What follows belongs to an exercise in optimizing a design on an open flow for small area; a production flow would make more cautious choices. At most, simulation tests tie the RTL to the original design; equivalence was not proved. Power figures rest on the tool's default switching activity, not on a simulated workload.

## main
Design iccm_link, start of the top module:
module iccm_link (
    input  wire         clk,
    input  wire         rst,           
    input  wire         rx,
    output wire         tx,
    input  wire         cmd_valid,
    input  wire [7:0]   cmd,
    output wire         cmd_ready,
    input  wire         msg_we,
    input  wire [7:0]   msg_byte,
    output reg          resp_valid,
    output wire         resp_avail,
    output wire [4:0]   resp_len,
    output wire [159:0] resp_data,
    output wire [15:0]  status,
    output wire [4:0]   cursor,
    output reg  [6:0]   events
);
    localparam integer N = 20;             
    localparam integer M = 16;             
    localparam [7:0] C_INIT  = 8'h01;
    localparam [7:0] C_SEND  = 8'h02;
    localparam [7:0] C_AVAIL = 8'h03;
    localparam [7:0] C_READ  = 8'h04;
    localparam [7:0] C_CLEAR = 8'h05;
    localparam [7:0] C_DIS   = 8'h06;
    localparam [7:0] C_EN    = 8'h07;
    reg        dis;                        
    reg        ss;                         
    reg        data_avail;
    reg        pclr;                       
    reg        ovf;
    reg        edge_pend;
    reg        init_done;
    reg  [4:0] cur;
    reg  [7:0] rbuf [0:N-1];
    reg        rx_prev;
    reg        rx_active;
    reg        tx_active;
    reg  [5:0] tmr;                        
    reg  [4:0] bcnt;                       
    reg        cb0;                        
    reg        cm;                         
    reg        tx_stx;                     
    reg        invalid_input;
    reg        faulted;
    reg  [7:0] msg [0:M-1];                
    reg  [4:0] msg_cnt;                    
    reg        msg_rsv;
    wire [1:0] link = {dis | tx_active, dis | ss};
    wire edge_ie  = init_done;
    wire ep1      = edge_pend | (edge_ie & ~rx_prev & rx);
  ...
For scale: roughly 630 cells after synthesis, about 330 flip-flops, roughly 220 I/O pins, roughly 11000 µm² of cells after synthesis.
Settings: LEC_CHECK=0, CAP_MARGIN=20, CORE_MARGIN=2, CORE_UTILIZATION=75, SLEW_MARGIN=20; clock period 10.0 ns.
standard.sh (not shown) runs the stock make flow with config.mk's settings and CLKGATE_MAP_FILE= SYNTH_SCRIPT=/design/flow/synth_recipe.tcl, a recipe that flattens the netlist after the stock synthesis.
==> flow/flow/run.sh <==
#!/bin/bash
# Standard layout with the smallest port buffers and a lighter clock tree.
set -o pipefail
export BUFFER_PORTS_ARGS="-buffer_cell sky130_fd_sc_hd__buf_1"
export CTS_ARGS="-sink_clustering_enable -repair_clock_nets -dont_use_dummy_load -buf_list sky130_fd_sc_hd__clkbuf_8 -root_buf sky130_fd_sc_hd__clkbuf_8 -tree_buf sky130_fd_sc_hd__clkbuf_4 -sink_clustering_size 20 -sink_clustering_max_diameter 50"
bash standard.sh > standard.log 2>&1
The flow did not stop early for main: all stages ran, and the layout cleared the timing, DRC and antenna checks.
--- input diff main..the feature branch ---
--- a/flow/design.v
+++ b/flow/design.v
@@ -33,17 +33,17 @@
     reg        edge_pend;
     reg        init_done;
     reg  [4:0] cur;
     reg  [7:0] rbuf [0:N-1];
     reg        rx_prev;
     reg        rx_active;
     reg        tx_active;
     reg  [5:0] tmr;                        
-    reg  [4:0] bcnt;                       
+    reg  [3:0] bcnt;                       
     reg        cb0;                        
     reg        cm;                         
     reg        tx_stx;                     
     reg        invalid_input;
     reg        faulted;
     reg  [7:0] msg [0:M-1];                
     reg  [4:0] msg_cnt;                    
     reg        msg_rsv;
@@ -53,29 +53,18 @@
     wire activate = ~faulted & ~rx_active & ep1 & init_done;
     wire ev_bail  = activate & (tx_active | dis);
     wire rx_start = activate & ~(tx_active | dis);
     localparam [5:0] T_RX = 6'd50;
     localparam [5:0] T_TX = 6'd32;
     wire tmr_fb   = tmr[5] ^ tmr[4] ^ (tmr[4:0] == 5'd0);
     wire tick_end = tmr == (tx_active ? T_TX : T_RX);
     wire rx_ev    = rx_active & tick_end;
-    wire [9:0] bs;
-    assign bs[0] = ~bcnt[4] & ~bcnt[0];
-    assign bs[1] =  bcnt[0] & ~bcnt[1];
-    assign bs[2] =  bcnt[1] & ~bcnt[2];
-    assign bs[3] =  bcnt[2] & ~bcnt[3];
-    assign bs[4] =  bcnt[3] & ~bcnt[4];
-    assign bs[5] =  bcnt[4] &  bcnt[0];
-    assign bs[6] =  bcnt[1] & ~bcnt[0];
-    assign bs[7] =  bcnt[2] & ~bcnt[1];
-    assign bs[8] =  bcnt[3] & ~bcnt[2];
-    assign bs[9] =  bcnt[4] & ~bcnt[3];
-    wire samp     = rx_ev & ~bs[0] & ~bs[9];
-    wire rx_done  = rx_ev & bs[9];
+    wire samp     = rx_ev & (bcnt != 4'd0) & (bcnt != 4'd9);
+    wire rx_done  = rx_ev & (bcnt == 4'd9);
     wire n_rx_active = rx_start | (rx_active & ~rx_done);
     wire is_stx = rx_done & ~cb0 & cm;
     wire is_etx = rx_done &  cb0 & cm;
     wire is_oth = rx_done & ~cm;
     wire full   = cur[4] & cur[2];         
     wire ev_msg_ready = is_etx & ss & ~full;
     wire ev_etx_lost  = is_etx & ss &  full;
     wire ev_overflow  = is_oth & ss &  full;
@@ -99,25 +88,25 @@
     wire c_read  = ok & (cmd == C_READ);
     wire c_avail = ok & (cmd == C_AVAIL);
     wire c_clr   = ok & ((cmd == C_CLEAR) | (cmd == C_INIT)) | pclr;
     wire c_dis   = ok & (cmd == C_DIS);
     wire c_en    = ok & ((cmd == C_EN) | (cmd == C_INIT));
     wire ev_tx_rej = c_send & p4_ss;
     wire admit     = c_send & ~p4_ss;
     wire tx_ev     = tx_active & tick_end;
-    wire frame_end = tx_ev & bs[9];
+    wire frame_end = tx_ev & (bcnt == 4'd9);
     wire msg_left  = msg_cnt != 5'd0;
     wire data_end  = frame_end & ~tx_stx & msg_left;
     wire tx_done   = frame_end & ~tx_stx & ~msg_left;
-    wire pad       = tx_active & tx_stx & bs[0] & (tmr[5:4] == 2'b00) &
+    wire pad       = tx_active & tx_stx & (bcnt == 4'd0) & (tmr[5:4] == 2'b00) &
                      ~msg_cnt[4] & (tmr[3:0] >= msg_cnt[3:0]);
     wire [7:0] tx_byte = tx_stx ? 8'h02 : (msg_left ? msg[M-1] : 8'h03);
     wire [9:0] tx_raw  = {1'b0, tx_byte, 1'b1};
-    assign tx = tx_active & |(tx_raw & bs);
+    assign tx = tx_active & tx_raw[bcnt];
     wire stage     = msg_we & ~tx_active & ~send_cmd;
     wire stage_in  = stage & ~msg_cnt[4];
     wire msg_shift = stage_in | pad | data_end;
     always @(posedge clk) begin
         if (rst) begin
             edge_pend     <= 1'b0;
             init_done     <= 1'b0;
             rx_active     <= 1'b0;
@@ -144,17 +133,17 @@
         end
     end
     wire [4:0] cnt_up = {&msg_cnt[3:0], &msg_cnt[2:0], &msg_cnt[1:0],
                          msg_cnt[0], 1'b1};
     wire [4:0] cnt_dn = {~|msg_cnt[3:0], ~|msg_cnt[2:0], ~|msg_cnt[1:0],
                          ~msg_cnt[0], 1'b1};
     wire [4:0] cnt_tg = ({5{stage_in}} & cnt_up) | ({5{data_end}} & cnt_dn);
     always @(posedge clk) begin
-        if (rst || (send_cmd && !admit))
+        if (rst || (send_cmd && p4_ss))
             msg_cnt <= 5'd0;
         else
             msg_cnt <= msg_cnt ^ cnt_tg;
     end
     integer i;
     always @(posedge clk) begin
         rx_prev    <= rx;
         cur        <= c_clr ? 5'd0 : p4_cur;
@@ -163,27 +152,27 @@
         ss         <= p4_ss & ~c_dis & ~c_init;
         dis        <= (dis | c_dis) & ~c_en;
         pclr       <= c_read;
         if (rx_start | admit)
             tmr <= 6'd0;
         else
             tmr <= {tmr[4:0], tmr_fb};
         if (rx_start | admit)
-            bcnt <= 5'd0;
+            bcnt <= 4'd0;
         else if (tick_end)
-            bcnt <= {bcnt[3:0], ~bcnt[4]};
+            bcnt <= (bcnt == 4'd9) ? 4'd0 : bcnt + 4'd1;
         if (admit)
             tx_stx <= 1'b1;
         else if (frame_end)
             tx_stx <= 1'b0;
         if (samp) begin
-            if (bs[1]) cb0 <= rx;
-            if (bs[2]) cm <= rx;
-            else if (!bs[1]) cm <= cm & ~rx;
+            if (bcnt == 4'd1) cb0 <= rx;
+            if (bcnt == 4'd2) cm <= rx;
+            else if (bcnt != 4'd1) cm <= cm & ~rx;
         end
         for (i = 0; i < N; i = i + 1)
             if (samp && cur == i) rbuf[i] <= {rx, rbuf[i][7:1]};
         if (msg_shift) begin
             msg[0] <= msg_byte;
             for (i = 1; i < M; i = i + 1)
                 msg[i] <= msg[i-1];
         end
## What came out
- The total core area of the feature branch falls short of that of main by about 2.6%.
- Number of synthesized register bits for the feature branch is lower than for main.
- Diff the feature branch and main: post-detailed-placement cell area lower in the feature branch
- The feature branch does better than main on cell area.
- Combinational group share of total power up 1.0 points in the feature branch wrt main
- Summary: final worst-path setup slack, the feature branch better than main
- In the tables for the feature branch and main, sequential cell count reads lower with the feature branch.
- Routed length on met3 grows slightly when moving from main to the feature branch.
- Total power in the feature branch vs main: down about 0.3%
- The feature branch vs main: detailed-routing wirelength on met1 down
Function not checked in the feature branch: the RTL went through the layout flow alone.

-- afterwards: timing with drivers on the ports --
No port has a modelled driver above. Below, the same layouts with a new extraction and two added sets of constraints.
Step 1: set_driving_cell puts a clkbuf_16 on clk and a buf_2 on each other input, an assumption about the parent block.
Step 2 also shifts input and output timing later by t, the mid clock arrival at the registers, as if the neighbouring blocks saw the same clock.
Three values: no drivers, after step 1, after step 2; two values: the first two.
run | t, ns | setup WS [ns] | hold WS [ns] | worst setup path after step 2 | worst data-port slew with drivers (ns)
main | 0.573 | 4.551 / 4.526 / 4.526 | 0.394 / 0.394 / 0.394 | input to output | 0.04
the feature branch | 0.549 | 4.836 / 4.805 / 4.765 | 0.379 / 0.379 / 0.379 | input to register | 0.04
After both steps every run listed still meets setup and hold. The setup slack of the feature branch, which loses most, moves by -0.031 ns with the drivers and by -0.071 ns with both steps.
